Context: an optimization exercise on an open-source flow, tuned for small area, a short achievable clock period and few clock cycles per item. The choices shown serve that exercise and are no tape-out recipe. Function was not checked in any run shown here: the RTL went through the layout flow alone.

File: design/flow/config.mk
export PLATFORM = sky130hd
export DESIGN_NAME = bsm_xfade
export DESIGN_NICKNAME = bsm_xfade
export VERILOG_FILES = /design/flow/design.v
export SDC_FILE = /design/flow/constraint.sdc
export NUM_CORES = 4
export LEC_CHECK = 0
export ABC_CLOCK_PERIOD_IN_PS = 5000
export CAP_MARGIN = 20
export CORE_MARGIN = 2
export CORE_UTILIZATION = 40
export PLACE_DENSITY = 0.6
export SETUP_SLACK_MARGIN = 5
export SLEW_MARGIN = 20
File: design/flow/constraint.sdc
create_clock -name core_clock -period 10.0 [get_ports {clk}]
set_input_delay 2.0000 -clock core_clock [delete_from_list [all_inputs] [get_ports {clk}]]
set_output_delay 2.0000 -clock core_clock [all_outputs]
set_load 0.01 [all_outputs]
File: design/flow/design.v
module bsm_xfade (
    input  wire        clk,
    input  wire        rst,
    input  wire        cmd_valid,
    output wire        cmd_ready,
    input  wire [11:0] cmd_len,
    input  wire        in_valid,
    output wire        in_ready,
    input  wire [15:0] in_dst,
    input  wire [15:0] in_src,
    output wire        out_valid,
    input  wire        out_ready,
    output wire [15:0] out_data
);
    localparam F   = 29;              
    localparam CT  = 14;            
    localparam K   = 3;               
    localparam W   = F + 16 - CT;     
    reg        active;    
    reg [11:0] left;      
    reg        first;     
    reg        rdy_r;     
    reg [2:0]  cnt;       
    reg        ne;        
    reg [1:0]  wp, rp;    
    reg        vA, vB;    
    reg [10:0] dv;        
    reg [11:0] pr;        
    reg [F:0]  q;         
    reg [3:0]  dcnt;      
    reg        dfirst;    
    reg [F-1:0] x;        
    reg [11:0]  u;        
    reg         second;   
    wire cmd_fire = cmd_valid && !active;
    wire in_fire  = in_valid && rdy_r;
    wire pop      = out_ready && ne;
    assign cmd_ready = !active;
    assign in_ready  = rdy_r;
    wire [11:0] dr [0:K];
    wire [K-1:0] qb;
    assign dr[0] = pr;
    genvar gj;
    generate
        for (gj = 0; gj < K; gj = gj + 1) begin : g_div
            wire sub = !dr[gj][11];
            wire co;
            xf_add #(12) u_a (
                .a({dr[gj][10:0], dfirst && (gj == 0)}),
                .b({1'b0, dv} ^ {12{sub}}), .ci(sub), .s(dr[gj+1]), .co(co));
            assign qb[K-1-gj] = !dr[gj+1][11];
        end
    endgenerate
    wire [11:0]  pd;
    wire         pd_co;
    xf_add #(12) u_pd (.a(pr), .b({1'b0, dv} ^ {12{!pr[11]}}), .ci(!pr[11]),
                       .s(pd), .co(pd_co));
    wire [11:0]  rr  = pr[11] ? pd : pr;                     
    wire [11:0]  rmd = pr[11] ? pr : pd;                     
    wire         cu  = !second && !u[11];
    wire [11:0]  un;
    wire         un_co;
    xf_add #(12) u_un (.a(second ? rmd : u), .b(cu ? rmd : rr), .ci(1'b0),
                       .s(un), .co(un_co));
    wire [F:0]   xs;
    wire         xs_co;
    xf_add #(F+1) u_xs (.a({1'b0, x}), .b(q), .ci(cu), .s(xs), .co(xs_co));
    wire [F-1:0] xn  = (xs[F] | xs_co) ? {F{1'b1}} : xs[F-1:0];
    wire [16:0] dl_in;
    wire        dl_co;
    xf_add #(17) u_dl (.a({in_dst[15], in_dst}), .b(~{in_src[15], in_src}), .ci(1'b1),
                       .s(dl_in), .co(dl_co));
    reg [16:0] dlA;
    reg [15:0] sA;
    wire [W-1:0] ra, rb;
    xf_mul u_mul (.dl(dlA), .x(x), .s(sA), .ra(ra), .rb(rb));
    reg [W-1:0] raB, rbB;
    wire [W-1:0] y;
    wire         y_co;
    xf_add #(W) u_y (.a(raB), .b(rbB), .ci(1'b0), .s(y), .co(y_co));
    wire [15:0]  hi  = y[W-1:W-16];
    wire         zi  = (y[W-17:W-27] == 11'd0);
    wire [15:0]  res;
    wire         res_co;
    xf_add #(16) u_res (.a(hi), .b(16'd0), .ci(hi[15] & ~zi), .s(res), .co(res_co));
    reg [15:0] mem [0:3];
    assign out_valid = ne;
    assign out_data  = mem[rp];
    wire [2:0] cnt_nx = cnt - {2'b0, pop} + {2'b0, vB};
    always @(posedge clk) begin
        if (vB)
            mem[wp] <= res;
        raB <= ra;
        rbB <= rb;
        dlA <= dl_in;
        sA  <= in_src;
        if (dcnt != 4'd0) begin
            dcnt <= dcnt - 4'd1;
            pr   <= dr[K];
            q    <= {q[F-K:0], qb};
        end
        dfirst <= 1'b0;
        if (cmd_fire) begin
            dv <= cmd_len[10:0] - 11'd1;
            q  <= {(F+1){1'b0}};
            if (cmd_len > 12'd512) begin
                dcnt <= 4'd7; pr <= 12'd256;
            end else if (cmd_len > 12'd64) begin
                dcnt <= 4'd8; pr <= 12'd32;
            end else if (cmd_len > 12'd8) begin
                dcnt <= 4'd9; pr <= 12'd4;
            end else begin
                dcnt <= 4'd10; pr <= 12'd0; dfirst <= 1'b1;
            end
        end
        if (in_fire) begin
            second <= first;
            if (first) begin
                x <= {F{1'b0}};
            end else begin
                x <= xn;
                u <= un;
            end
        end
        if (rst) begin
            active <= 1'b0;
            left   <= 12'd0;
            first  <= 1'b0;
            rdy_r  <= 1'b0;
            cnt    <= 3'd0;
            ne     <= 1'b0;
            wp     <= 2'd0;
            rp     <= 2'd0;
            vA     <= 1'b0;
            vB     <= 1'b0;
            dcnt   <= 4'd0;
        end else begin
            cnt <= cnt_nx;
            ne  <= (cnt_nx != 3'd0);
            if (vB) wp <= wp + 2'd1;
            if (pop) rp <= rp + 2'd1;
            vA <= in_fire;
            vB <= vA;
            if (cmd_fire) begin
                active <= (cmd_len != 12'd0);
                left   <= cmd_len;
                first  <= 1'b1;
                rdy_r  <= (cmd_len != 12'd0)
                          && ({1'b0, cnt_nx} + {3'b0, vA} < 4'd4);
            end else begin
                if (in_fire) begin
                    left   <= left - 12'd1;
                    first  <= 1'b0;
                    active <= (left != 12'd1);
                end
                rdy_r <= active && !(in_fire && left == 12'd1)
                         && ((first && !in_fire) || (dcnt == 4'd0) || (dcnt == 4'd1))
                         && ({1'b0, cnt_nx} + {3'b0, vA} + {3'b0, in_fire} < 4'd4);
            end
        end
    end
endmodule
module xf_mul (
    input  wire [16:0] dl,
    input  wire [28:0] x,
    input  wire [15:0] s,
    output wire [44:14] ra,
    output wire [44:14] rb
);
    wire [17:-1] db = {dl[16], dl, 1'b0};
    wire [29:-1] xe = {1'b0, x, 1'b0};
    wire one0 = db[0] ^ db[-1];
    wire two0 = (db[1] & ~db[0] & ~db[-1]) | (~db[1] & db[0] & db[-1]);
    wire neg0 = db[1] & ~(db[0] & db[-1]);
    wire nneg0 = ~neg0;
    wire p0_14 = ((one0 & xe[14]) | (two0 & xe[13])) ^ neg0;
    wire p0_15 = ((one0 & xe[15]) | (two0 & xe[14])) ^ neg0;
    wire p0_16 = ((one0 & xe[16]) | (two0 & xe[15])) ^ neg0;
    wire p0_17 = ((one0 & xe[17]) | (two0 & xe[16])) ^ neg0;
    wire p0_18 = ((one0 & xe[18]) | (two0 & xe[17])) ^ neg0;
    wire p0_19 = ((one0 & xe[19]) | (two0 & xe[18])) ^ neg0;
    wire p0_20 = ((one0 & xe[20]) | (two0 & xe[19])) ^ neg0;
    wire p0_21 = ((one0 & xe[21]) | (two0 & xe[20])) ^ neg0;
    wire p0_22 = ((one0 & xe[22]) | (two0 & xe[21])) ^ neg0;
    wire p0_23 = ((one0 & xe[23]) | (two0 & xe[22])) ^ neg0;
    wire p0_24 = ((one0 & xe[24]) | (two0 & xe[23])) ^ neg0;
    wire p0_25 = ((one0 & xe[25]) | (two0 & xe[24])) ^ neg0;
    wire p0_26 = ((one0 & xe[26]) | (two0 & xe[25])) ^ neg0;
    wire p0_27 = ((one0 & xe[27]) | (two0 & xe[26])) ^ neg0;
    wire p0_28 = ((one0 & xe[28]) | (two0 & xe[27])) ^ neg0;
    wire p0_29 = ((one0 & xe[29]) | (two0 & xe[28])) ^ neg0;
    wire one1 = db[2] ^ db[1];
    wire two1 = (db[3] & ~db[2] & ~db[1]) | (~db[3] & db[2] & db[1]);
    wire neg1 = db[3] & ~(db[2] & db[1]);
    wire nneg1 = ~neg1;
    wire p1_12 = ((one1 & xe[12]) | (two1 & xe[11])) ^ neg1;
    wire p1_13 = ((one1 & xe[13]) | (two1 & xe[12])) ^ neg1;
    wire p1_14 = ((one1 & xe[14]) | (two1 & xe[13])) ^ neg1;
    wire p1_15 = ((one1 & xe[15]) | (two1 & xe[14])) ^ neg1;
    wire p1_16 = ((one1 & xe[16]) | (two1 & xe[15])) ^ neg1;
    wire p1_17 = ((one1 & xe[17]) | (two1 & xe[16])) ^ neg1;
    wire p1_18 = ((one1 & xe[18]) | (two1 & xe[17])) ^ neg1;
    wire p1_19 = ((one1 & xe[19]) | (two1 & xe[18])) ^ neg1;
    wire p1_20 = ((one1 & xe[20]) | (two1 & xe[19])) ^ neg1;
    wire p1_21 = ((one1 & xe[21]) | (two1 & xe[20])) ^ neg1;
    wire p1_22 = ((one1 & xe[22]) | (two1 & xe[21])) ^ neg1;
    wire p1_23 = ((one1 & xe[23]) | (two1 & xe[22])) ^ neg1;
    wire p1_24 = ((one1 & xe[24]) | (two1 & xe[23])) ^ neg1;
    wire p1_25 = ((one1 & xe[25]) | (two1 & xe[24])) ^ neg1;
    wire p1_26 = ((one1 & xe[26]) | (two1 & xe[25])) ^ neg1;
    wire p1_27 = ((one1 & xe[27]) | (two1 & xe[26])) ^ neg1;
    wire p1_28 = ((one1 & xe[28]) | (two1 & xe[27])) ^ neg1;
    wire p1_29 = ((one1 & xe[29]) | (two1 & xe[28])) ^ neg1;
    wire one2 = db[4] ^ db[3];
    wire two2 = (db[5] & ~db[4] & ~db[3]) | (~db[5] & db[4] & db[3]);
    wire neg2 = db[5] & ~(db[4] & db[3]);
    wire nneg2 = ~neg2;
    wire p2_10 = ((one2 & xe[10]) | (two2 & xe[9])) ^ neg2;
    wire p2_11 = ((one2 & xe[11]) | (two2 & xe[10])) ^ neg2;
    wire p2_12 = ((one2 & xe[12]) | (two2 & xe[11])) ^ neg2;
    wire p2_13 = ((one2 & xe[13]) | (two2 & xe[12])) ^ neg2;
    wire p2_14 = ((one2 & xe[14]) | (two2 & xe[13])) ^ neg2;
    wire p2_15 = ((one2 & xe[15]) | (two2 & xe[14])) ^ neg2;
    wire p2_16 = ((one2 & xe[16]) | (two2 & xe[15])) ^ neg2;
    wire p2_17 = ((one2 & xe[17]) | (two2 & xe[16])) ^ neg2;
    wire p2_18 = ((one2 & xe[18]) | (two2 & xe[17])) ^ neg2;
    wire p2_19 = ((one2 & xe[19]) | (two2 & xe[18])) ^ neg2;
    wire p2_20 = ((one2 & xe[20]) | (two2 & xe[19])) ^ neg2;
    wire p2_21 = ((one2 & xe[21]) | (two2 & xe[20])) ^ neg2;
    wire p2_22 = ((one2 & xe[22]) | (two2 & xe[21])) ^ neg2;
    wire p2_23 = ((one2 & xe[23]) | (two2 & xe[22])) ^ neg2;
    wire p2_24 = ((one2 & xe[24]) | (two2 & xe[23])) ^ neg2;
    wire p2_25 = ((one2 & xe[25]) | (two2 & xe[24])) ^ neg2;
    wire p2_26 = ((one2 & xe[26]) | (two2 & xe[25])) ^ neg2;
    wire p2_27 = ((one2 & xe[27]) | (two2 & xe[26])) ^ neg2;
    wire p2_28 = ((one2 & xe[28]) | (two2 & xe[27])) ^ neg2;
    wire p2_29 = ((one2 & xe[29]) | (two2 & xe[28])) ^ neg2;
    wire one3 = db[6] ^ db[5];
    wire two3 = (db[7] & ~db[6] & ~db[5]) | (~db[7] & db[6] & db[5]);
    wire neg3 = db[7] & ~(db[6] & db[5]);
    wire nneg3 = ~neg3;
    wire p3_8 = ((one3 & xe[8]) | (two3 & xe[7])) ^ neg3;
    wire p3_9 = ((one3 & xe[9]) | (two3 & xe[8])) ^ neg3;
    wire p3_10 = ((one3 & xe[10]) | (two3 & xe[9])) ^ neg3;
    wire p3_11 = ((one3 & xe[11]) | (two3 & xe[10])) ^ neg3;
    wire p3_12 = ((one3 & xe[12]) | (two3 & xe[11])) ^ neg3;
    wire p3_13 = ((one3 & xe[13]) | (two3 & xe[12])) ^ neg3;
    wire p3_14 = ((one3 & xe[14]) | (two3 & xe[13])) ^ neg3;
    wire p3_15 = ((one3 & xe[15]) | (two3 & xe[14])) ^ neg3;
    wire p3_16 = ((one3 & xe[16]) | (two3 & xe[15])) ^ neg3;
    wire p3_17 = ((one3 & xe[17]) | (two3 & xe[16])) ^ neg3;
    wire p3_18 = ((one3 & xe[18]) | (two3 & xe[17])) ^ neg3;
    wire p3_19 = ((one3 & xe[19]) | (two3 & xe[18])) ^ neg3;
    wire p3_20 = ((one3 & xe[20]) | (two3 & xe[19])) ^ neg3;
    wire p3_21 = ((one3 & xe[21]) | (two3 & xe[20])) ^ neg3;
    wire p3_22 = ((one3 & xe[22]) | (two3 & xe[21])) ^ neg3;
    wire p3_23 = ((one3 & xe[23]) | (two3 & xe[22])) ^ neg3;
    wire p3_24 = ((one3 & xe[24]) | (two3 & xe[23])) ^ neg3;
    wire p3_25 = ((one3 & xe[25]) | (two3 & xe[24])) ^ neg3;
    wire p3_26 = ((one3 & xe[26]) | (two3 & xe[25])) ^ neg3;
    wire p3_27 = ((one3 & xe[27]) | (two3 & xe[26])) ^ neg3;
    wire p3_28 = ((one3 & xe[28]) | (two3 & xe[27])) ^ neg3;
    wire p3_29 = ((one3 & xe[29]) | (two3 & xe[28])) ^ neg3;
    wire one4 = db[8] ^ db[7];
    wire two4 = (db[9] & ~db[8] & ~db[7]) | (~db[9] & db[8] & db[7]);
    wire neg4 = db[9] & ~(db[8] & db[7]);
    wire nneg4 = ~neg4;
    wire p4_6 = ((one4 & xe[6]) | (two4 & xe[5])) ^ neg4;
    wire p4_7 = ((one4 & xe[7]) | (two4 & xe[6])) ^ neg4;
    wire p4_8 = ((one4 & xe[8]) | (two4 & xe[7])) ^ neg4;
    wire p4_9 = ((one4 & xe[9]) | (two4 & xe[8])) ^ neg4;
    wire p4_10 = ((one4 & xe[10]) | (two4 & xe[9])) ^ neg4;
    wire p4_11 = ((one4 & xe[11]) | (two4 & xe[10])) ^ neg4;
    wire p4_12 = ((one4 & xe[12]) | (two4 & xe[11])) ^ neg4;
    wire p4_13 = ((one4 & xe[13]) | (two4 & xe[12])) ^ neg4;
    wire p4_14 = ((one4 & xe[14]) | (two4 & xe[13])) ^ neg4;
    wire p4_15 = ((one4 & xe[15]) | (two4 & xe[14])) ^ neg4;
    wire p4_16 = ((one4 & xe[16]) | (two4 & xe[15])) ^ neg4;
    wire p4_17 = ((one4 & xe[17]) | (two4 & xe[16])) ^ neg4;
    wire p4_18 = ((one4 & xe[18]) | (two4 & xe[17])) ^ neg4;
    wire p4_19 = ((one4 & xe[19]) | (two4 & xe[18])) ^ neg4;
    wire p4_20 = ((one4 & xe[20]) | (two4 & xe[19])) ^ neg4;
    wire p4_21 = ((one4 & xe[21]) | (two4 & xe[20])) ^ neg4;
    wire p4_22 = ((one4 & xe[22]) | (two4 & xe[21])) ^ neg4;
    wire p4_23 = ((one4 & xe[23]) | (two4 & xe[22])) ^ neg4;
    wire p4_24 = ((one4 & xe[24]) | (two4 & xe[23])) ^ neg4;
    wire p4_25 = ((one4 & xe[25]) | (two4 & xe[24])) ^ neg4;
    wire p4_26 = ((one4 & xe[26]) | (two4 & xe[25])) ^ neg4;
    wire p4_27 = ((one4 & xe[27]) | (two4 & xe[26])) ^ neg4;
    wire p4_28 = ((one4 & xe[28]) | (two4 & xe[27])) ^ neg4;
    wire p4_29 = ((one4 & xe[29]) | (two4 & xe[28])) ^ neg4;
    wire one5 = db[10] ^ db[9];
    wire two5 = (db[11] & ~db[10] & ~db[9]) | (~db[11] & db[10] & db[9]);
    wire neg5 = db[11] & ~(db[10] & db[9]);
    wire nneg5 = ~neg5;
    wire p5_4 = ((one5 & xe[4]) | (two5 & xe[3])) ^ neg5;
    wire p5_5 = ((one5 & xe[5]) | (two5 & xe[4])) ^ neg5;
    wire p5_6 = ((one5 & xe[6]) | (two5 & xe[5])) ^ neg5;
    wire p5_7 = ((one5 & xe[7]) | (two5 & xe[6])) ^ neg5;
    wire p5_8 = ((one5 & xe[8]) | (two5 & xe[7])) ^ neg5;
    wire p5_9 = ((one5 & xe[9]) | (two5 & xe[8])) ^ neg5;
    wire p5_10 = ((one5 & xe[10]) | (two5 & xe[9])) ^ neg5;
    wire p5_11 = ((one5 & xe[11]) | (two5 & xe[10])) ^ neg5;
    wire p5_12 = ((one5 & xe[12]) | (two5 & xe[11])) ^ neg5;
    wire p5_13 = ((one5 & xe[13]) | (two5 & xe[12])) ^ neg5;
    wire p5_14 = ((one5 & xe[14]) | (two5 & xe[13])) ^ neg5;
    wire p5_15 = ((one5 & xe[15]) | (two5 & xe[14])) ^ neg5;
    wire p5_16 = ((one5 & xe[16]) | (two5 & xe[15])) ^ neg5;
    wire p5_17 = ((one5 & xe[17]) | (two5 & xe[16])) ^ neg5;
    wire p5_18 = ((one5 & xe[18]) | (two5 & xe[17])) ^ neg5;
    wire p5_19 = ((one5 & xe[19]) | (two5 & xe[18])) ^ neg5;
    wire p5_20 = ((one5 & xe[20]) | (two5 & xe[19])) ^ neg5;
    wire p5_21 = ((one5 & xe[21]) | (two5 & xe[20])) ^ neg5;
    wire p5_22 = ((one5 & xe[22]) | (two5 & xe[21])) ^ neg5;
    wire p5_23 = ((one5 & xe[23]) | (two5 & xe[22])) ^ neg5;
    wire p5_24 = ((one5 & xe[24]) | (two5 & xe[23])) ^ neg5;
    wire p5_25 = ((one5 & xe[25]) | (two5 & xe[24])) ^ neg5;
    wire p5_26 = ((one5 & xe[26]) | (two5 & xe[25])) ^ neg5;
    wire p5_27 = ((one5 & xe[27]) | (two5 & xe[26])) ^ neg5;
    wire p5_28 = ((one5 & xe[28]) | (two5 & xe[27])) ^ neg5;
    wire p5_29 = ((one5 & xe[29]) | (two5 & xe[28])) ^ neg5;
    wire one6 = db[12] ^ db[11];
    wire two6 = (db[13] & ~db[12] & ~db[11]) | (~db[13] & db[12] & db[11]);
    wire neg6 = db[13] & ~(db[12] & db[11]);
    wire nneg6 = ~neg6;
    wire p6_2 = ((one6 & xe[2]) | (two6 & xe[1])) ^ neg6;
    wire p6_3 = ((one6 & xe[3]) | (two6 & xe[2])) ^ neg6;
    wire p6_4 = ((one6 & xe[4]) | (two6 & xe[3])) ^ neg6;
    wire p6_5 = ((one6 & xe[5]) | (two6 & xe[4])) ^ neg6;
    wire p6_6 = ((one6 & xe[6]) | (two6 & xe[5])) ^ neg6;
    wire p6_7 = ((one6 & xe[7]) | (two6 & xe[6])) ^ neg6;
    wire p6_8 = ((one6 & xe[8]) | (two6 & xe[7])) ^ neg6;
    wire p6_9 = ((one6 & xe[9]) | (two6 & xe[8])) ^ neg6;
    wire p6_10 = ((one6 & xe[10]) | (two6 & xe[9])) ^ neg6;
    wire p6_11 = ((one6 & xe[11]) | (two6 & xe[10])) ^ neg6;
    wire p6_12 = ((one6 & xe[12]) | (two6 & xe[11])) ^ neg6;
    wire p6_13 = ((one6 & xe[13]) | (two6 & xe[12])) ^ neg6;
    wire p6_14 = ((one6 & xe[14]) | (two6 & xe[13])) ^ neg6;
    wire p6_15 = ((one6 & xe[15]) | (two6 & xe[14])) ^ neg6;
    wire p6_16 = ((one6 & xe[16]) | (two6 & xe[15])) ^ neg6;
    wire p6_17 = ((one6 & xe[17]) | (two6 & xe[16])) ^ neg6;
    wire p6_18 = ((one6 & xe[18]) | (two6 & xe[17])) ^ neg6;
    wire p6_19 = ((one6 & xe[19]) | (two6 & xe[18])) ^ neg6;
    wire p6_20 = ((one6 & xe[20]) | (two6 & xe[19])) ^ neg6;
    wire p6_21 = ((one6 & xe[21]) | (two6 & xe[20])) ^ neg6;
    wire p6_22 = ((one6 & xe[22]) | (two6 & xe[21])) ^ neg6;
    wire p6_23 = ((one6 & xe[23]) | (two6 & xe[22])) ^ neg6;
    wire p6_24 = ((one6 & xe[24]) | (two6 & xe[23])) ^ neg6;
    wire p6_25 = ((one6 & xe[25]) | (two6 & xe[24])) ^ neg6;
    wire p6_26 = ((one6 & xe[26]) | (two6 & xe[25])) ^ neg6;
    wire p6_27 = ((one6 & xe[27]) | (two6 & xe[26])) ^ neg6;
    wire p6_28 = ((one6 & xe[28]) | (two6 & xe[27])) ^ neg6;
    wire p6_29 = ((one6 & xe[29]) | (two6 & xe[28])) ^ neg6;
    wire one7 = db[14] ^ db[13];
    wire two7 = (db[15] & ~db[14] & ~db[13]) | (~db[15] & db[14] & db[13]);
    wire neg7 = db[15] & ~(db[14] & db[13]);
    wire nneg7 = ~neg7;
    wire p7_0 = ((one7 & xe[0]) | (two7 & xe[-1])) ^ neg7;
    wire p7_1 = ((one7 & xe[1]) | (two7 & xe[0])) ^ neg7;
    wire p7_2 = ((one7 & xe[2]) | (two7 & xe[1])) ^ neg7;
    wire p7_3 = ((one7 & xe[3]) | (two7 & xe[2])) ^ neg7;
    wire p7_4 = ((one7 & xe[4]) | (two7 & xe[3])) ^ neg7;
    wire p7_5 = ((one7 & xe[5]) | (two7 & xe[4])) ^ neg7;
    wire p7_6 = ((one7 & xe[6]) | (two7 & xe[5])) ^ neg7;
    wire p7_7 = ((one7 & xe[7]) | (two7 & xe[6])) ^ neg7;
    wire p7_8 = ((one7 & xe[8]) | (two7 & xe[7])) ^ neg7;
    wire p7_9 = ((one7 & xe[9]) | (two7 & xe[8])) ^ neg7;
    wire p7_10 = ((one7 & xe[10]) | (two7 & xe[9])) ^ neg7;
    wire p7_11 = ((one7 & xe[11]) | (two7 & xe[10])) ^ neg7;
    wire p7_12 = ((one7 & xe[12]) | (two7 & xe[11])) ^ neg7;
    wire p7_13 = ((one7 & xe[13]) | (two7 & xe[12])) ^ neg7;
    wire p7_14 = ((one7 & xe[14]) | (two7 & xe[13])) ^ neg7;
    wire p7_15 = ((one7 & xe[15]) | (two7 & xe[14])) ^ neg7;
    wire p7_16 = ((one7 & xe[16]) | (two7 & xe[15])) ^ neg7;
    wire p7_17 = ((one7 & xe[17]) | (two7 & xe[16])) ^ neg7;
    wire p7_18 = ((one7 & xe[18]) | (two7 & xe[17])) ^ neg7;
    wire p7_19 = ((one7 & xe[19]) | (two7 & xe[18])) ^ neg7;
    wire p7_20 = ((one7 & xe[20]) | (two7 & xe[19])) ^ neg7;
    wire p7_21 = ((one7 & xe[21]) | (two7 & xe[20])) ^ neg7;
    wire p7_22 = ((one7 & xe[22]) | (two7 & xe[21])) ^ neg7;
    wire p7_23 = ((one7 & xe[23]) | (two7 & xe[22])) ^ neg7;
    wire p7_24 = ((one7 & xe[24]) | (two7 & xe[23])) ^ neg7;
    wire p7_25 = ((one7 & xe[25]) | (two7 & xe[24])) ^ neg7;
    wire p7_26 = ((one7 & xe[26]) | (two7 & xe[25])) ^ neg7;
    wire p7_27 = ((one7 & xe[27]) | (two7 & xe[26])) ^ neg7;
    wire p7_28 = ((one7 & xe[28]) | (two7 & xe[27])) ^ neg7;
    wire p7_29 = ((one7 & xe[29]) | (two7 & xe[28])) ^ neg7;
    wire one8 = db[16] ^ db[15];
    wire two8 = (db[17] & ~db[16] & ~db[15]) | (~db[17] & db[16] & db[15]);
    wire neg8 = db[17] & ~(db[16] & db[15]);
    wire nneg8 = ~neg8;
    wire p8_0 = ((one8 & xe[0]) | (two8 & xe[-1])) ^ neg8;
    wire p8_1 = ((one8 & xe[1]) | (two8 & xe[0])) ^ neg8;
    wire p8_2 = ((one8 & xe[2]) | (two8 & xe[1])) ^ neg8;
    wire p8_3 = ((one8 & xe[3]) | (two8 & xe[2])) ^ neg8;
    wire p8_4 = ((one8 & xe[4]) | (two8 & xe[3])) ^ neg8;
    wire p8_5 = ((one8 & xe[5]) | (two8 & xe[4])) ^ neg8;
    wire p8_6 = ((one8 & xe[6]) | (two8 & xe[5])) ^ neg8;
    wire p8_7 = ((one8 & xe[7]) | (two8 & xe[6])) ^ neg8;
    wire p8_8 = ((one8 & xe[8]) | (two8 & xe[7])) ^ neg8;
    wire p8_9 = ((one8 & xe[9]) | (two8 & xe[8])) ^ neg8;
    wire p8_10 = ((one8 & xe[10]) | (two8 & xe[9])) ^ neg8;
    wire p8_11 = ((one8 & xe[11]) | (two8 & xe[10])) ^ neg8;
    wire p8_12 = ((one8 & xe[12]) | (two8 & xe[11])) ^ neg8;
    wire p8_13 = ((one8 & xe[13]) | (two8 & xe[12])) ^ neg8;
    wire p8_14 = ((one8 & xe[14]) | (two8 & xe[13])) ^ neg8;
    wire p8_15 = ((one8 & xe[15]) | (two8 & xe[14])) ^ neg8;
    wire p8_16 = ((one8 & xe[16]) | (two8 & xe[15])) ^ neg8;
    wire p8_17 = ((one8 & xe[17]) | (two8 & xe[16])) ^ neg8;
    wire p8_18 = ((one8 & xe[18]) | (two8 & xe[17])) ^ neg8;
    wire p8_19 = ((one8 & xe[19]) | (two8 & xe[18])) ^ neg8;
    wire p8_20 = ((one8 & xe[20]) | (two8 & xe[19])) ^ neg8;
    wire p8_21 = ((one8 & xe[21]) | (two8 & xe[20])) ^ neg8;
    wire p8_22 = ((one8 & xe[22]) | (two8 & xe[21])) ^ neg8;
    wire p8_23 = ((one8 & xe[23]) | (two8 & xe[22])) ^ neg8;
    wire p8_24 = ((one8 & xe[24]) | (two8 & xe[23])) ^ neg8;
    wire p8_25 = ((one8 & xe[25]) | (two8 & xe[24])) ^ neg8;
    wire p8_26 = ((one8 & xe[26]) | (two8 & xe[25])) ^ neg8;
    wire p8_27 = ((one8 & xe[27]) | (two8 & xe[26])) ^ neg8;
    wire p8_28 = ((one8 & xe[28]) | (two8 & xe[27])) ^ neg8;
    wire s1, c2;
    assign {c2, s1} = p0_14 + p1_12;
    wire s3, c4;
    assign {c4, s3} = p0_15 + p1_13;
    wire s5, c6;
    assign {c6, s5} = p0_16 + p1_14 + p2_12;
    wire s7, c8;
    assign {c8, s7} = p0_17 + p1_15 + p2_13;
    wire s9, c10;
    assign {c10, s9} = p0_18 + p1_16;
    wire s11, c12;
    assign {c12, s11} = p0_19 + p1_17;
    wire s13, c14;
    assign {c14, s13} = p0_20 + p1_18;
    wire s15, c16;
    assign {c16, s15} = p0_21 + p1_19;
    wire s17, c18;
    assign {c18, s17} = p0_22 + p1_20;
    wire s19, c20;
    assign {c20, s19} = p0_23 + p1_21;
    wire s21, c22;
    assign {c22, s21} = p0_24 + p1_22;
    wire s23, c24;
    assign {c24, s23} = p0_25 + p1_23;
    wire s25, c26;
    assign {c26, s25} = p0_26 + p1_24;
    wire s27, c28;
    assign {c28, s27} = p0_27 + p1_25;
    wire s29, c30;
    assign {c30, s29} = p0_28 + p1_26;
    wire s31, c32;
    assign {c32, s31} = p0_29 + p1_27 + p2_25;
    wire s33, c34;
    assign {c34, s33} = nneg0 + p1_28 + p2_26;
    wire s35, c36;
    assign {c36, s35} = p3_24 + p4_22;
    wire s37, c38;
    assign {c38, s37} = p1_29 + p2_27 + p3_25;
    wire s39, c40;
    assign {c40, s39} = p4_23 + p5_21;
    wire s41, c42;
    assign {c42, s41} = nneg1 + p2_28 + p3_26;
    wire s43, c44;
    assign {c44, s43} = p2_29 + p3_27;
    wire s45, c46;
    assign {c46, s45} = s1 + p2_10 + p3_8;
    wire s47, c48;
    assign {c48, s47} = p4_6 + p5_4;
    wire s49, c50;
    assign {c50, s49} = c2 + s3 + p2_11;
    wire s51, c52;
    assign {c52, s51} = p3_9 + p4_7 + p5_5;
    wire s53, c54;
    assign {c54, s53} = p6_3 + p7_1;
    wire s55, c56;
    assign {c56, s55} = c4 + s5 + p3_10;
    wire s57, c58;
    assign {c58, s57} = p4_8 + p5_6 + p6_4;
    wire s59, c60;
    assign {c60, s59} = p7_2 + p8_0 + neg8;
    wire s61, c62;
    assign {c62, s61} = c6 + s7 + p3_11;
    wire s63, c64;
    assign {c64, s63} = p4_9 + p5_7 + p6_5;
    wire s65, c66;
    assign {c66, s65} = p7_3 + p8_1 + 1'b1;
    wire s67, c68;
    assign {c68, s67} = c8 + s9 + p2_14;
    wire s69, c70;
    assign {c70, s69} = p3_12 + p4_10 + p5_8;
    wire s71, c72;
    assign {c72, s71} = p6_6 + p7_4 + p8_2;
    wire s73, c74;
    assign {c74, s73} = c10 + s11 + p2_15;
    wire s75, c76;
    assign {c76, s75} = p3_13 + p4_11 + p5_9;
    wire s77, c78;
    assign {c78, s77} = p6_7 + p7_5 + p8_3;
    wire s79, c80;
    assign {c80, s79} = c12 + s13 + p2_16;
    wire s81, c82;
    assign {c82, s81} = p3_14 + p4_12 + p5_10;
    wire s83, c84;
    assign {c84, s83} = p6_8 + p7_6 + p8_4;
    wire s85, c86;
    assign {c86, s85} = c14 + s15 + p2_17;
    wire s87, c88;
    assign {c88, s87} = p3_15 + p4_13 + p5_11;
    wire s89, c90;
    assign {c90, s89} = p6_9 + p7_7 + p8_5;
    wire s91, c92;
    assign {c92, s91} = c16 + s17 + p2_18;
    wire s93, c94;
    assign {c94, s93} = p3_16 + p4_14 + p5_12;
    wire s95, c96;
    assign {c96, s95} = p6_10 + p7_8 + p8_6;
    wire s97, c98;
    assign {c98, s97} = c18 + s19 + p2_19;
    wire s99, c100;
    assign {c100, s99} = p3_17 + p4_15 + p5_13;
    wire s101, c102;
    assign {c102, s101} = p6_11 + p7_9 + p8_7;
    wire s103, c104;
    assign {c104, s103} = c20 + s21 + p2_20;
    wire s105, c106;
    assign {c106, s105} = p3_18 + p4_16 + p5_14;
    wire s107, c108;
    assign {c108, s107} = p6_12 + p7_10 + p8_8;
    wire s109, c110;
    assign {c110, s109} = c22 + s23 + p2_21;
    wire s111, c112;
    assign {c112, s111} = p3_19 + p4_17 + p5_15;
    wire s113, c114;
    assign {c114, s113} = p6_13 + p7_11 + p8_9;
    wire s115, c116;
    assign {c116, s115} = c24 + s25 + p2_22;
    wire s117, c118;
    assign {c118, s117} = p3_20 + p4_18 + p5_16;
    wire s119, c120;
    assign {c120, s119} = p6_14 + p7_12 + p8_10;
    wire s121, c122;
    assign {c122, s121} = c26 + s27 + p2_23;
    wire s123, c124;
    assign {c124, s123} = p3_21 + p4_19 + p5_17;
    wire s125, c126;
    assign {c126, s125} = p6_15 + p7_13 + p8_11;
    wire s127, c128;
    assign {c128, s127} = c28 + s29 + p2_24;
    wire s129, c130;
    assign {c130, s129} = p3_22 + p4_20 + p5_18;
    wire s131, c132;
    assign {c132, s131} = p6_16 + p7_14 + p8_12;
    wire s133, c134;
    assign {c134, s133} = c30 + s31 + p3_23;
    wire s135, c136;
    assign {c136, s135} = p4_21 + p5_19 + p6_17;
    wire s137, c138;
    assign {c138, s137} = p7_15 + p8_13 + s[0];
    wire s139, c140;
    assign {c140, s139} = c32 + s33 + s35;
    wire s141, c142;
    assign {c142, s141} = p5_20 + p6_18 + p7_16;
    wire s143, c144;
    assign {c144, s143} = p8_14 + s[1] + 1'b1;
    wire s145, c146;
    assign {c146, s145} = c34 + c36 + s37;
    wire s147, c148;
    assign {c148, s147} = s39 + p6_19 + p7_17;
    wire s149, c150;
    assign {c150, s149} = p8_15 + s[2] + 1'b1;
    wire s151, c152;
    assign {c152, s151} = c38 + c40 + s41;
    wire s153, c154;
    assign {c154, s153} = p4_24 + p5_22 + p6_20;
    wire s155, c156;
    assign {c156, s155} = p7_18 + p8_16 + s[3];
    wire s157, c158;
    assign {c158, s157} = c42 + s43 + p4_25;
    wire s159, c160;
    assign {c160, s159} = p5_23 + p6_21 + p7_19;
    wire s161, c162;
    assign {c162, s161} = p8_17 + s[4] + 1'b1;
    wire s163, c164;
    assign {c164, s163} = c44 + nneg2 + p3_28;
    wire s165, c166;
    assign {c166, s165} = p4_26 + p5_24 + p6_22;
    wire s167, c168;
    assign {c168, s167} = p7_20 + p8_18 + s[5];
    wire s169, c170;
    assign {c170, s169} = p3_29 + p4_27 + p5_25;
    wire s171, c172;
    assign {c172, s171} = p6_23 + p7_21 + p8_19;
    wire s173, c174;
    assign {c174, s173} = s[6] + 1'b1;
    wire s175, c176;
    assign {c176, s175} = nneg3 + p4_28 + p5_26;
    wire s177, c178;
    assign {c178, s177} = p6_24 + p7_22 + p8_20;
    wire s179, c180;
    assign {c180, s179} = p4_29 + p5_27 + p6_25;
    wire s181, c182;
    assign {c182, s181} = p7_23 + p8_21;
    wire s183, c184;
    assign {c184, s183} = nneg4 + p5_28 + p6_26;
    wire s185, c186;
    assign {c186, s185} = p5_29 + p6_27;
    wire s187, c188;
    assign {c188, s187} = s45 + s47 + p6_2;
    wire s189, c190;
    assign {c190, s189} = c46 + c48 + s49;
    wire s191, c192;
    assign {c192, s191} = s51 + s53;
    wire s193, c194;
    assign {c194, s193} = c50 + c52 + c54;
    wire s195, c196;
    assign {c196, s195} = s55 + s57 + s59;
    wire s197, c198;
    assign {c198, s197} = c56 + c58 + c60;
    wire s199, c200;
    assign {c200, s199} = s61 + s63 + s65;
    wire s201, c202;
    assign {c202, s201} = c62 + c64 + c66;
    wire s203, c204;
    assign {c204, s203} = s67 + s69 + s71;
    wire s205, c206;
    assign {c206, s205} = c68 + c70 + c72;
    wire s207, c208;
    assign {c208, s207} = s73 + s75 + s77;
    wire s209, c210;
    assign {c210, s209} = c74 + c76 + c78;
    wire s211, c212;
    assign {c212, s211} = s79 + s81 + s83;
    wire s213, c214;
    assign {c214, s213} = c80 + c82 + c84;
    wire s215, c216;
    assign {c216, s215} = s85 + s87 + s89;
    wire s217, c218;
    assign {c218, s217} = c86 + c88 + c90;
    wire s219, c220;
    assign {c220, s219} = s91 + s93 + s95;
    wire s221, c222;
    assign {c222, s221} = c92 + c94 + c96;
    wire s223, c224;
    assign {c224, s223} = s97 + s99 + s101;
    wire s225, c226;
    assign {c226, s225} = c98 + c100 + c102;
    wire s227, c228;
    assign {c228, s227} = s103 + s105 + s107;
    wire s229, c230;
    assign {c230, s229} = c104 + c106 + c108;
    wire s231, c232;
    assign {c232, s231} = s109 + s111 + s113;
    wire s233, c234;
    assign {c234, s233} = c110 + c112 + c114;
    wire s235, c236;
    assign {c236, s235} = s115 + s117 + s119;
    wire s237, c238;
    assign {c238, s237} = c116 + c118 + c120;
    wire s239, c240;
    assign {c240, s239} = s121 + s123 + s125;
    wire s241, c242;
    assign {c242, s241} = c122 + c124 + c126;
    wire s243, c244;
    assign {c244, s243} = s127 + s129 + s131;
    wire s245, c246;
    assign {c246, s245} = c128 + c130 + c132;
    wire s247, c248;
    assign {c248, s247} = s133 + s135 + s137;
    wire s249, c250;
    assign {c250, s249} = c134 + c136 + c138;
    wire s251, c252;
    assign {c252, s251} = s139 + s141 + s143;
    wire s253, c254;
    assign {c254, s253} = c140 + c142 + c144;
    wire s255, c256;
    assign {c256, s255} = s145 + s147 + s149;
    wire s257, c258;
    assign {c258, s257} = c146 + c148 + c150;
    wire s259, c260;
    assign {c260, s259} = s151 + s153 + s155;
    wire s261, c262;
    assign {c262, s261} = c152 + c154 + c156;
    wire s263, c264;
    assign {c264, s263} = s157 + s159 + s161;
    wire s265, c266;
    assign {c266, s265} = c158 + c160 + c162;
    wire s267, c268;
    assign {c268, s267} = s163 + s165 + s167;
    wire s269, c270;
    assign {c270, s269} = c164 + c166 + c168;
    wire s271, c272;
    assign {c272, s271} = s169 + s171 + s173;
    wire s273, c274;
    assign {c274, s273} = c170 + c172 + c174;
    wire s275, c276;
    assign {c276, s275} = s175 + s177 + s[7];
    wire s277, c278;
    assign {c278, s277} = c176 + c178 + s179;
    wire s279, c280;
    assign {c280, s279} = s181 + s[8] + 1'b1;
    wire s281, c282;
    assign {c282, s281} = c180 + c182 + s183;
    wire s283, c284;
    assign {c284, s283} = p7_24 + p8_22 + s[9];
    wire s285, c286;
    assign {c286, s285} = c184 + s185 + p7_25;
    wire s287, c288;
    assign {c288, s287} = p8_23 + s[10] + 1'b1;
    wire s289, c290;
    assign {c290, s289} = c186 + nneg5 + p6_28;
    wire s291, c292;
    assign {c292, s291} = p7_26 + p8_24 + s[11];
    wire s293, c294;
    assign {c294, s293} = p6_29 + p7_27 + p8_25;
    wire s295, c296;
    assign {c296, s295} = s[12] + 1'b1;
    wire s297, c298;
    assign {c298, s297} = nneg6 + p7_28 + p8_26;
    wire s299, c300;
    assign {c300, s299} = p7_29 + p8_27;
    wire s301, c302;
    assign {c302, s301} = s187 + p7_0;
    wire s303, c304;
    assign {c304, s303} = c188 + s189 + s191;
    wire s305, c306;
    assign {c306, s305} = c190 + c192 + s193;
    wire s307, c308;
    assign {c308, s307} = c194 + c196 + s197;
    wire s309, c310;
    assign {c310, s309} = c198 + c200 + s201;
    wire s311, c312;
    assign {c312, s311} = c202 + c204 + s205;
    wire s313, c314;
    assign {c314, s313} = c206 + c208 + s209;
    wire s315, c316;
    assign {c316, s315} = c210 + c212 + s213;
    wire s317, c318;
    assign {c318, s317} = c214 + c216 + s217;
    wire s319, c320;
    assign {c320, s319} = c218 + c220 + s221;
    wire s321, c322;
    assign {c322, s321} = c222 + c224 + s225;
    wire s323, c324;
    assign {c324, s323} = c226 + c228 + s229;
    wire s325, c326;
    assign {c326, s325} = c230 + c232 + s233;
    wire s327, c328;
    assign {c328, s327} = c234 + c236 + s237;
    wire s329, c330;
    assign {c330, s329} = c238 + c240 + s241;
    wire s331, c332;
    assign {c332, s331} = c242 + c244 + s245;
    wire s333, c334;
    assign {c334, s333} = c246 + c248 + s249;
    wire s335, c336;
    assign {c336, s335} = c250 + c252 + s253;
    wire s337, c338;
    assign {c338, s337} = c254 + c256 + s257;
    wire s339, c340;
    assign {c340, s339} = c258 + c260 + s261;
    wire s341, c342;
    assign {c342, s341} = c262 + c264 + s265;
    wire s343, c344;
    assign {c344, s343} = c266 + c268 + s269;
    wire s345, c346;
    assign {c346, s345} = c270 + c272 + s273;
    wire s347, c348;
    assign {c348, s347} = c274 + c276 + s277;
    wire s349, c350;
    assign {c350, s349} = c278 + c280 + s281;
    wire s351, c352;
    assign {c352, s351} = c282 + c284 + s285;
    wire s353, c354;
    assign {c354, s353} = c286 + c288 + s289;
    wire s355, c356;
    assign {c356, s355} = c290 + c292 + s293;
    wire s357, c358;
    assign {c358, s357} = c294 + c296 + s297;
    wire s359, c360;
    assign {c360, s359} = c298 + s299 + s[14];
    wire s361, c362;
    assign {c362, s361} = c300 + nneg7 + p8_28;
    wire s363, c364;
    assign {c364, s363} = s301 + neg7;
    wire s365, c366;
    assign {c366, s365} = c302 + s303 + 1'b1;
    wire s367, c368;
    assign {c368, s367} = c304 + s305 + s195;
    wire s369, c370;
    assign {c370, s369} = c306 + s307 + s199;
    wire s371, c372;
    assign {c372, s371} = c308 + s309 + s203;
    wire s373, c374;
    assign {c374, s373} = c310 + s311 + s207;
    wire s375, c376;
    assign {c376, s375} = c312 + s313 + s211;
    wire s377, c378;
    assign {c378, s377} = c314 + s315 + s215;
    wire s379, c380;
    assign {c380, s379} = c316 + s317 + s219;
    wire s381, c382;
    assign {c382, s381} = c318 + s319 + s223;
    wire s383, c384;
    assign {c384, s383} = c320 + s321 + s227;
    wire s385, c386;
    assign {c386, s385} = c322 + s323 + s231;
    wire s387, c388;
    assign {c388, s387} = c324 + s325 + s235;
    wire s389, c390;
    assign {c390, s389} = c326 + s327 + s239;
    wire s391, c392;
    assign {c392, s391} = c328 + s329 + s243;
    wire s393, c394;
    assign {c394, s393} = c330 + s331 + s247;
    wire s395, c396;
    assign {c396, s395} = c332 + s333 + s251;
    wire s397, c398;
    assign {c398, s397} = c334 + s335 + s255;
    wire s399, c400;
    assign {c400, s399} = c336 + s337 + s259;
    wire s401, c402;
    assign {c402, s401} = c338 + s339 + s263;
    wire s403, c404;
    assign {c404, s403} = c340 + s341 + s267;
    wire s405, c406;
    assign {c406, s405} = c342 + s343 + s271;
    wire s407, c408;
    assign {c408, s407} = c344 + s345 + s275;
    wire s409, c410;
    assign {c410, s409} = c346 + s347 + s279;
    wire s411, c412;
    assign {c412, s411} = c348 + s349 + s283;
    wire s413, c414;
    assign {c414, s413} = c350 + s351 + s287;
    wire s415, c416;
    assign {c416, s415} = c352 + s353 + s291;
    wire s417, c418;
    assign {c418, s417} = c354 + s355 + s295;
    wire s419, c420;
    assign {c420, s419} = c356 + s357 + s[13];
    wire s421, c422;
    assign {c422, s421} = c358 + s359 + 1'b1;
    wire s423, c424;
    assign {c424, s423} = c360 + s361 + s[15];
    wire [44:0] rA = {c422, c420, c418, c416, c414, c412, c410, c408, c406, c404, c402, c400, c398, c396, c394, c392, c390, c388, c386, c384, c382, c380, c378, c376, c374, c372, c370, c368, c366, c364, s363, 1'b0, 1'b0, 1'b0, 1'b0, 1'b0, 1'b0, 1'b0, 1'b0, 1'b0, 1'b0, 1'b0, 1'b0, 1'b0, 1'b0};
    wire [44:0] rB = {s423, s421, s419, s417, s415, s413, s411, s409, s407, s405, s403, s401, s399, s397, s395, s393, s391, s389, s387, s385, s383, s381, s379, s377, s375, s373, s371, s369, s367, s365, 1'b1, 1'b0, 1'b0, 1'b0, 1'b0, 1'b0, 1'b0, 1'b0, 1'b0, 1'b0, 1'b0, 1'b0, 1'b0, 1'b0, 1'b0};
    assign ra = rA[44:14];
    assign rb = rB[44:14];
endmodule
module xf_add #(parameter N = 8) (
    input  wire [N-1:0] a,
    input  wire [N-1:0] b,
    input  wire         ci,
    output wire [N-1:0] s,
    output wire         co
);
    localparam L = $clog2(N + 1);
    wire [N:0] g0 = {a & b, ci};
    wire [N:0] p0 = {a ^ b, 1'b0};
    reg  [N:0] g, p;
    integer lv, i;
    always @* begin
        g = g0;
        p = p0;
        for (lv = 0; lv < L; lv = lv + 1)
            for (i = (2 << lv) - 1; i <= N; i = i + (2 << lv)) begin
                g[i] = g[i] | (p[i] & g[i - (1 << lv)]);
                p[i] = p[i] & p[i - (1 << lv)];
            end
        for (lv = L - 2; lv >= 0; lv = lv - 1)
            for (i = (3 << lv) - 1; i <= N; i = i + (2 << lv)) begin
                g[i] = g[i] | (p[i] & g[i - (1 << lv)]);
                p[i] = p[i] & p[i - (1 << lv)];
            end
    end
    assign s  = p0[N:1] ^ g[N-1:0];
    assign co = g[N];
endmodule
File: design/flow/run.sh
#!/bin/bash
# synth_recipe.tcl (not shown) runs the flow's synth.tcl, then flattens the netlist and writes it again
# the make line also repeats each setting of config.mk as NAME=value (left out here)
make -C /OpenROAD-flow-scripts/flow DESIGN_CONFIG=/design/flow/config.mk WORK_HOME=/design/flow/orfs CLKGATE_MAP_FILE= SYNTH_SCRIPT=/design/flow/synth_recipe.tcl finish
==> results.sh, run 1 <==
export IMPL_ioPinCount=68
export IMPL_clk_insertion_delay_late_ns=0.60
export IMPL_clock_fmax_mhz=150
export IMPL_synth_seq_area_share_pct=28.9
export IMPL_final_cells=3227
export IMPL_drc=0
export IMPL_max_slew_margin_pct=27.0
export IMPL_worst_pin_slew_ns=1.10
export IMPL_finClkSkew_ns=0.0144
export IMPL_cp_data_arrival_time_ns=7.05
export IMPL_clk_pin_slew_ns=0.07
export IMPL_finalSetupViolations=0
export IMPL_ys_ff_latch=285
export IMPL_start_kind="flop"
export IMPL_synth_async_reset_ratio_pct=0
export IMPL_finalCritPeriodShare_pct=66.8
export IMPL_grt_max_degree=50
export IMPL_min_path_type="flop to flop"
export IMPL_h_tree_depth=1
export IMPL_drt_pass1_iterations=6
export IMPL_crit_fanout=7
export IMPL_grt_ovfl_total=0
export IMPL_ant_nets=0
export IMPL_crit_path_frequent_cell="xnor2_4"
export IMPL_drive_gt1_share_pct=11.6
export IMPL_grt_use_total_pct=19.1
export IMPL_n_antenna_cell=0
export IMPL_nNetsFinal=2892
export IMPL_yosysMostFrequentCell="inv_1"
export IMPL_start_util_pct=40.3
export IMPL_synth_top_cells_by_area="fa_1, edfxtp_1, dfxtp_1"
export IMPL_drt_iter0_markers=1304
export IMPL_r2r_start="pr[11]"
export IMPL_grt_pass1_vias=18000
export IMPL_final_util_pct=46.4
export IMPL_synth_edf_count=129
export IMPL_fin_setup_tns_ns=0
export IMPL_routed_wl_um=59400
export IMPL_cts_tree="built"
export IMPL_cts_buffers=31
export IMPL_antenna_found_initial=2
export IMPL_nFillCells=5483
export IMPL_yosys_warnings=6
export IMPL_max_stage_delay_ns=0.43
export IMPL_die_area_um2=62400
export IMPL_cts_hold_buf=0
export IMPL_outcome="finished clean"
export IMPL_via_count=17200
export IMPL_synth_common_cells="inv_1, fa_1, xnor2_1"
export IMPL_cap_violations=0
export IMPL_synth_area_um2=24200
export IMPL_dp_cells=3116
export IMPL_hold_viol=0
export IMPL_ys_flop_type="dfxtp_1"
export IMPL_yosysTopAreaCell="fa_1"
export IMPL_crit_path_start="pr[11]"
export IMPL_synth_nets=2845
export IMPL_crit_type="flop to flop"
export IMPL_worstPathRequired_ns=10.36
export IMPL_crit_path_end_kind="flop"
export IMPL_fp_dieH_um=250
export IMPL_core_region_area_um2=60000
export IMPL_yosys_area_top_type_share_pct=19.6
export IMPL_synthCells=2373
export IMPL_cts_root_buf="clkbuf_16"
export IMPL_cts_buffer_depth=3
export IMPL_syn2layout_area_growth_pct=15.3
export IMPL_globalplace_congestion=0.825
export IMPL_ys_types=72
export IMPL_drt_vias_per_instance=5.32
export IMPL_clock_sinks=285
export IMPL_avgRoutedWirePerCell_um=18.4
export IMPL_rsz0062_at_grt="yes"
export IMPL_die_w_um=250
export IMPL_syn_area_per_cell_um2=10.2
export IMPL_grt_pass1_wl_um=96200
export IMPL_final_max_slew_viol_count=0
export IMPL_slowest_stage="or4_4"
export IMPL_port_buffers=67
export IMPL_layout_min_cycle_time_ns=6.68
export IMPL_dpl_hpwl_um=42600
export IMPL_rows=90
export IMPL_min_from="q[28]"
-- cells by family after synthesis --
kind of cell,after synthesis,synth area share (%)
xor+xnor,334,12.3
mux,27,1.96
compound gates,438,12.1
simple gates,432,8.72
buf+inv,434,6.80
fa+ha+maj,423,29.3
flops,285,28.9
-- per-layer routing --
layer  part of all wire (%)  vias up  GRT usage, %
met1                     45     8512          26.0
met5                      0        -             0
met3                    5.9       98          2.40
met2                     47      521          31.8
li1                       -     8031             -
met4                    2.3        0          5.54
-- sequential cells by signal, summed over array words and instances, names as in the netlist, 3 cells and up, named ones only --
register / flops
mem: 64
raB: 31
q: 30
rbB: 30
x: 29
dlA: 17
sA: 16
left: 12
pr: 12
u: 12
dv: 11
dcnt: 4
cnt: 3
-- path summary, 6_finish.rpt --
check	endpoint	slack, ns	cells after the start
max	pr[11]	3.32	31
min	q[28]	0.46	2
max reg2reg	pr[11]	3.32	31
min reg2reg	q[28]	0.46	2
-- metrics by stage --
stage | worst slack (ns) | hold slack (ns) | area (um2)
final | 3.32 | 0.460 | 27900
after global routing | 3.10 | 0.480 | 27900
after CTS | 3.41 | 0.464 | 27500
after detailed placement | 1.99 | 0.454 | 25800
after global placement | 2.25 | 0.448 | 25800
after floorplan | 3.28 | 0.436 | 24400
-- final cells by class --
| cell class | count | area (um2) | share of cell area (%) |
|---|---|---|---|
| clock inverter | 16 | 160 | 0.575 |
| multi-input combinational | 1655 | 16300 | 58.6 |
| timing repair buffer | 154 | 1390 | 4.99 |
| tap | 782 | 978 | 3.51 |
| inverter | 293 | 1110 | 3.97 |
| sequential | 285 | 7010 | 25.1 |
| clock buffer | 42 | 890 | 3.19 |
-- critical path: cells and delay by family, from the launching register on --
family | cells | cell delay (ns)
AND/OR/NAND/NOR | 6 | 1.32
XOR/XNOR | 7 | 1.33
flip-flops | 1 | 0.42
adder cells (fa/ha/maj) | 3 | 0.70
AO/OA/AOI/OAI | 10 | 1.87
buffers and inverters | 5 | 0.79
-- timing repair --
action                                  4_1_cts  5_1_grt
resized for setup                            53       51
pin swaps                                    26       36
setup buffers                                36       16
gates cloned                                  1        0
endpoints found under the setup margin       60       55
hold endpoints to repair                      0        0
-- placed cells by master (no fill, tap or decap), types with 17 or more instances in the layout --
master           count
xor2_1             134
dfxtp_1            147
xnor2_1            171
nand3_1             25
inv_1              286
nor3_1              17
clkdlybuf4s50_1     67
edfxtp_1           129
nand2_1            151
buf_4               76
a21o_1              32
o21ai_0             47
nand2b_1            37
nor2_1              84
ha_1               170
nor2b_1             27
clkbuf_16           31
a21oi_1            108
fa_1               232
a22oi_1            161
==> run 2: changes to the inputs <==
--- a/design/flow/design.v
+++ b/design/flow/design.v
@@ -16,13 +16,12 @@
     localparam CT  = 14;            
     localparam K   = 3;               
     localparam W   = F + 16 - CT;     
+    localparam WL  = F - CT;          
     reg        active;    
     reg [11:0] left;      
     reg        first;     
     reg        rdy_r;     
-    reg [2:0]  cnt;       
-    reg        ne;        
-    reg [1:0]  wp, rp;    
+    reg [1:0]  nq;        
     reg        vA, vB;    
     reg [10:0] dv;        
     reg [11:0] pr;        
@@ -34,7 +33,11 @@
     reg         second;   
     wire cmd_fire = cmd_valid && !active;
     wire in_fire  = in_valid && rdy_r;
-    wire pop      = out_ready && ne;
+    wire pop      = out_ready && (nq != 2'd0);
+    wire [1:0] nq_pop = nq - {1'b0, pop};
+    wire stallB   = vB && (nq_pop == 2'd2);    
+    wire stallA   = vA && stallB;              
+    wire moveB    = vB && !stallB;
     assign cmd_ready = !active;
     assign in_ready  = rdy_r;
     wire [11:0] dr [0:K];
@@ -44,10 +47,8 @@
     generate
         for (gj = 0; gj < K; gj = gj + 1) begin : g_div
             wire sub = !dr[gj][11];
-            wire co;
-            xf_add #(12) u_a (
-                .a({dr[gj][10:0], dfirst && (gj == 0)}),
-                .b({1'b0, dv} ^ {12{sub}}), .ci(sub), .s(dr[gj+1]), .co(co));
+            assign dr[gj+1] = {dr[gj][10:0], dfirst && (gj == 0)}
+                              + ({1'b0, dv} ^ {12{sub}}) + {11'd0, sub};
             assign qb[K-1-gj] = !dr[gj+1][11];
         end
     endgenerate
@@ -74,26 +75,48 @@
     reg [15:0] sA;
     wire [W-1:0] ra, rb;
     xf_mul u_mul (.dl(dlA), .x(x), .s(sA), .ra(ra), .rb(rb));
-    reg [W-1:0] raB, rbB;
-    wire [W-1:0] y;
-    wire         y_co;
-    xf_add #(W) u_y (.a(raB), .b(rbB), .ci(1'b0), .s(y), .co(y_co));
-    wire [15:0]  hi  = y[W-1:W-16];
-    wire         zi  = (y[W-17:W-27] == 11'd0);
+    wire [WL-1:0] lp = ra[WL-1:0] ^ rb[WL-1:0];
+    wire [WL-1:0] lt = ra[WL-1:0] | rb[WL-1:0];
+    wire [WL-1:0] ls;
+    wire          lco;
+    xf_add #(WL) u_lo (.a(ra[WL-1:0]), .b(rb[WL-1:0]), .ci(1'b0), .s(ls), .co(lco));
+    wire [3:0]    l4s;
+    wire          c11;    
+    xf_add #(WL-11) u_l4 (.a(ra[WL-12:0]), .b(rb[WL-12:0]), .ci(1'b0), .s(l4s), .co(c11));
+    wire          zl  = (lp[WL-11] == c11) && (lp[WL-1:WL-10] == lt[WL-2:WL-11]);
+    reg  [15:0]   raB, rbB;
+    reg           zB, cB;
+    wire [15:0]  hi;
+    wire         hi_co;
+    xf_add #(16) u_y (.a(raB), .b(rbB), .ci(cB), .s(hi), .co(hi_co));
+    wire         zi  = zB;
     wire [15:0]  res;
     wire         res_co;
     xf_add #(16) u_res (.a(hi), .b(16'd0), .ci(hi[15] & ~zi), .s(res), .co(res_co));
-    reg [15:0] mem [0:3];
-    assign out_valid = ne;
-    assign out_data  = mem[rp];
-    wire [2:0] cnt_nx = cnt - {2'b0, pop} + {2'b0, vB};
+    reg [15:0] e0, e1;
+    assign out_valid = (nq != 2'd0);
+    assign out_data  = e0;
+    wire [1:0] nq_nx  = nq_pop + {1'b0, moveB};
+    wire       vA_nx  = in_fire || stallA;
+    wire       vB_nx  = (vA && !stallB) || stallB;
+    wire [2:0] cnt_nx = {1'b0, nq_nx} + {2'b0, vA_nx} + {2'b0, vB_nx};
     always @(posedge clk) begin
-        if (vB)
-            mem[wp] <= res;
-        raB <= ra;
-        rbB <= rb;
-        dlA <= dl_in;
-        sA  <= in_src;
+        if (pop)
+            e0 <= e1;
+        if (moveB) begin
+            if (nq_pop == 2'd0) e0 <= res;
+            else                e1 <= res;
+        end
+        if (!stallB) begin
+            raB <= ra[W-1:WL];
+            rbB <= rb[W-1:WL];
+            zB  <= zl;
+            cB  <= lco;
+        end
+        if (!stallA) begin
+            dlA <= dl_in;
+            sA  <= in_src;
+        end
         if (dcnt != 4'd0) begin
             dcnt <= dcnt - 4'd1;
             pr   <= dr[K];
@@ -127,26 +150,19 @@
             left   <= 12'd0;
             first  <= 1'b0;
             rdy_r  <= 1'b0;
-            cnt    <= 3'd0;
-            ne     <= 1'b0;
-            wp     <= 2'd0;
-            rp     <= 2'd0;
+            nq     <= 2'd0;
             vA     <= 1'b0;
             vB     <= 1'b0;
             dcnt   <= 4'd0;
         end else begin
-            cnt <= cnt_nx;
-            ne  <= (cnt_nx != 3'd0);
-            if (vB) wp <= wp + 2'd1;
-            if (pop) rp <= rp + 2'd1;
-            vA <= in_fire;
-            vB <= vA;
+            nq <= nq_nx;
+            vA <= vA_nx;
+            vB <= vB_nx;
             if (cmd_fire) begin
                 active <= (cmd_len != 12'd0);
                 left   <= cmd_len;
                 first  <= 1'b1;
-                rdy_r  <= (cmd_len != 12'd0)
-                          && ({1'b0, cnt_nx} + {3'b0, vA} < 4'd4);
+                rdy_r  <= (cmd_len != 12'd0) && (cnt_nx != 3'd4);
             end else begin
                 if (in_fire) begin
                     left   <= left - 12'd1;
@@ -155,7 +171,7 @@
                 end
                 rdy_r <= active && !(in_fire && left == 12'd1)
                          && ((first && !in_fire) || (dcnt == 4'd0) || (dcnt == 4'd1))
-                         && ({1'b0, cnt_nx} + {3'b0, vA} + {3'b0, in_fire} < 4'd4);
+                         && (cnt_nx != 3'd4);
             end
         end
     end
==> results.sh, run 2 <==
export IMPL_outcome="finished clean"
export IMPL_crit_fanout=6
export IMPL_finalCritPeriodShare_pct=62.8
export IMPL_wl_met1_um=25000
export IMPL_top_register="q"
export IMPL_synth_top_cells_by_area="edfxtp_1, fa_1, ha_1"
export IMPL_drt_vias_per_instance=5.33
export IMPL_synth_area_mux_share_pct=1.29
export IMPL_regArea_um2=5850
export IMPL_max_stage_delay_ns=0.45
export IMPL_via_count=16900
export IMPL_grt_pass1_vias=17500
export IMPL_dp_cells=3041
export IMPL_final_cells=3166
export IMPL_core_region_area_um2=56300
export IMPL_yosys_area_share_adder_pct=29.9
export IMPL_hold_depth=2
export IMPL_antenna_found_initial=0
export IMPL_clock_fmax_mhz=159
export IMPL_grt_max_degree=47
export IMPL_final_util_pct=46.9
export IMPL_ys_flop_type="edfxtp_1"
export IMPL_top_regs="q x30, x x29, dlA x17"
export IMPL_min_path_type="flop to flop"
export IMPL_holdWs_ns=0.466
export IMPL_hold_viol=0
export IMPL_largest_reg_flops=30
export IMPL_yosysMostFrequentCell="inv_1"
export IMPL_layout_min_cycle_time_ns=6.28
export IMPL_synthSimpleGateAreaFrac_pct=9.29
export IMPL_start_util_pct=40.4
export IMPL_ioPinCount=68
export IMPL_ant_nets=0
export IMPL_syn_area_per_cell_um2=9.77
export IMPL_synth_xor_area_share_pct=13.3
export IMPL_wl_met2_um=28500
export IMPL_cp_data_arrival_time_ns=6.61
export IMPL_routed_wl_um=58500
export IMPL_clk_insertion_delay_late_ns=0.58
export IMPL_rows=87
export IMPL_cts_tree="built"
export IMPL_grt_use_total_pct=19.7
export IMPL_grt_ovfl_total=0
export IMPL_top_layer_used="met4"
export IMPL_cts_buffers=28
export IMPL_synth_async_reset_ratio_pct=0
export IMPL_max_slew_margin_pct=26.4
export IMPL_port_buffers=67
export IMPL_layout_commonest_cell="inv_1"
export IMPL_synth_compound_area_share_pct=13.7
export IMPL_n_antenna_cell=0
export IMPL_nFillCells=5192
export IMPL_ys_types=70
export IMPL_fin_setup_tns_ns=0
export IMPL_synth_seq_area_share_pct=25.7
export IMPL_drt_iter0_markers=1078
export IMPL_yosys_warnings=7
export IMPL_worstRegToRegCells=29
export IMPL_drive_gt1_share_pct=11.9
export IMPL_ys_ff_latch=218
export IMPL_finalSetupViolations=0
export IMPL_globalplace_congestion=0.854
export IMPL_synth_nets=2785
export IMPL_synth_area_um2=22700
export IMPL_clk_pin_slew_ns=0.06
export IMPL_synth_edf_count=148
export IMPL_fp_dieH_um=242
export IMPL_final_cell_mix="inv_1, fa_1, xnor2_1, ha_1"
export IMPL_cts_hold_buf=0
export IMPL_nNetsFinal=2847
export IMPL_dpl_hpwl_um=42000
export IMPL_h_tree_depth=1
export IMPL_grt_pass1_wl_um=93700
export IMPL_final_max_slew_viol_count=0
export IMPL_drc=0
export IMPL_crit_path_end_kind="flop"
export IMPL_worst_pin_slew_ns=1.10
export IMPL_slowest_stage="edfxtp_1"
export IMPL_die_area_um2=58700
export IMPL_synth_common_cells="inv_1, fa_1, xnor2_1"
export IMPL_crit_type="flop to flop"
export IMPL_cts_buffer_depth=3
export IMPL_drt_pass1_iterations=5
export IMPL_cap_violations=0
export IMPL_die_w_um=242
export IMPL_dr_wl_met3_um=3100
export IMPL_yosys_area_top_type_share_pct=19.6
export IMPL_cts_root_buf="clkbuf_16"
export IMPL_avgRoutedWirePerCell_um=18.5
export IMPL_clock_sinks=218
export IMPL_yosysTopAreaCell="edfxtp_1"
export IMPL_start_kind="flop"
export IMPL_worstPathRequired_ns=10.32
export IMPL_syn2layout_area_growth_pct=16.2
export IMPL_rsz0062_at_grt="yes"
export IMPL_multiInputGateArea_um2=16100
export IMPL_finClkSkew_ns=0.0165
export IMPL_synth_top_family_by_area="adder cells"
export IMPL_synthCells=2326
==> run 2: critical path, delay by kind of cell (launching register included) <==
family          cells  cell delay (ns)
compound gates      8             1.62
buf+inv             4             0.53
fa+ha+maj           3             0.92
flops               1             0.45
mux                 1             0.29
xor+xnor            6             0.94
simple gates        7             1.25
==> run 2: final cells by class <==
type / instances / share of cell area, %
Timing Repair Buffer: 170 / 6.09
Tap cell: 756 / 3.58
Clock buffer: 45 / 3.09
Sequential cell: 218 / 22.1
Multi-Input combinational cell: 1698 / 61.0
Inverter: 272 / 3.93
Clock inverter: 7 / 0.213
==> run 2: logic make-up after synthesis <==
logic type	after synthesis
mux	29
compound gates	471
simple gates	444
buf+inv	411
xor+xnor	343
flops	218
fa+ha+maj	410
==> run 2: timing repair <==
| action | in CTS | in global routing |
|---|---|---|
| pin swaps | 38 | 64 |
| cloned | 3 | 2 |
| buffers inserted | 46 | 22 |
| resized for setup | 74 | 77 |
| setup endpoints to repair | 18 | 22 |
==> run 2: worst paths after layout <==
path	slack (ns)	endpoint	from
max reg2reg	3.72	pr[11]	pr[11]
min	0.47	q[28]	q[28]
min reg2reg	0.47	q[28]	q[28]
max	3.72	pr[11]	pr[11]
==> run 2: stage by stage <==
stage / setup WS [ns] / instance area [um2]
after global routing: 3.45 / 26400
after CTS: 3.76 / 25800
final: 3.72 / 26400
after detailed placement: 2.42 / 24100
after global placement: 2.60 / 24100
after floorplan: 3.82 / 22800
==> run 2: metal layers <==
metal	GRT usage, %	up-vias
met1	25.6	8332
met4	6.83	0
li1	-	7931
met5	0	-
met3	2.40	111
met2	33.9	485

separate check: timing with driven ports:
The results above use ideal ports. As a check the final layouts listed here were re-extracted and re-timed, cells and wires unchanged. Step 1, drivers: a clkbuf_16 drives clk and a buf_2 each remaining input, both assumed. Step 2, shift: input delay + t, output delay - t, t = (earliest + latest rising clock arrival at the registers) / 2. This alone moves slack from input paths to output paths. Slacks: ideal ports / drivers / drivers and shift; pairs: ideal ports / drivers.
run	shift t [ns]	setup WS [ns]	worst hold slack (ns)	worst data-port slew with drivers (ns)
run 1	0.655	3.316 / 3.316 / 3.316	0.460 / 0.460 / 0.460	0.04
run 2	0.625	3.717 / 3.717 / 3.717	0.466 / 0.466 / 0.466	0.08
After both steps setup and hold are still met in every run listed.
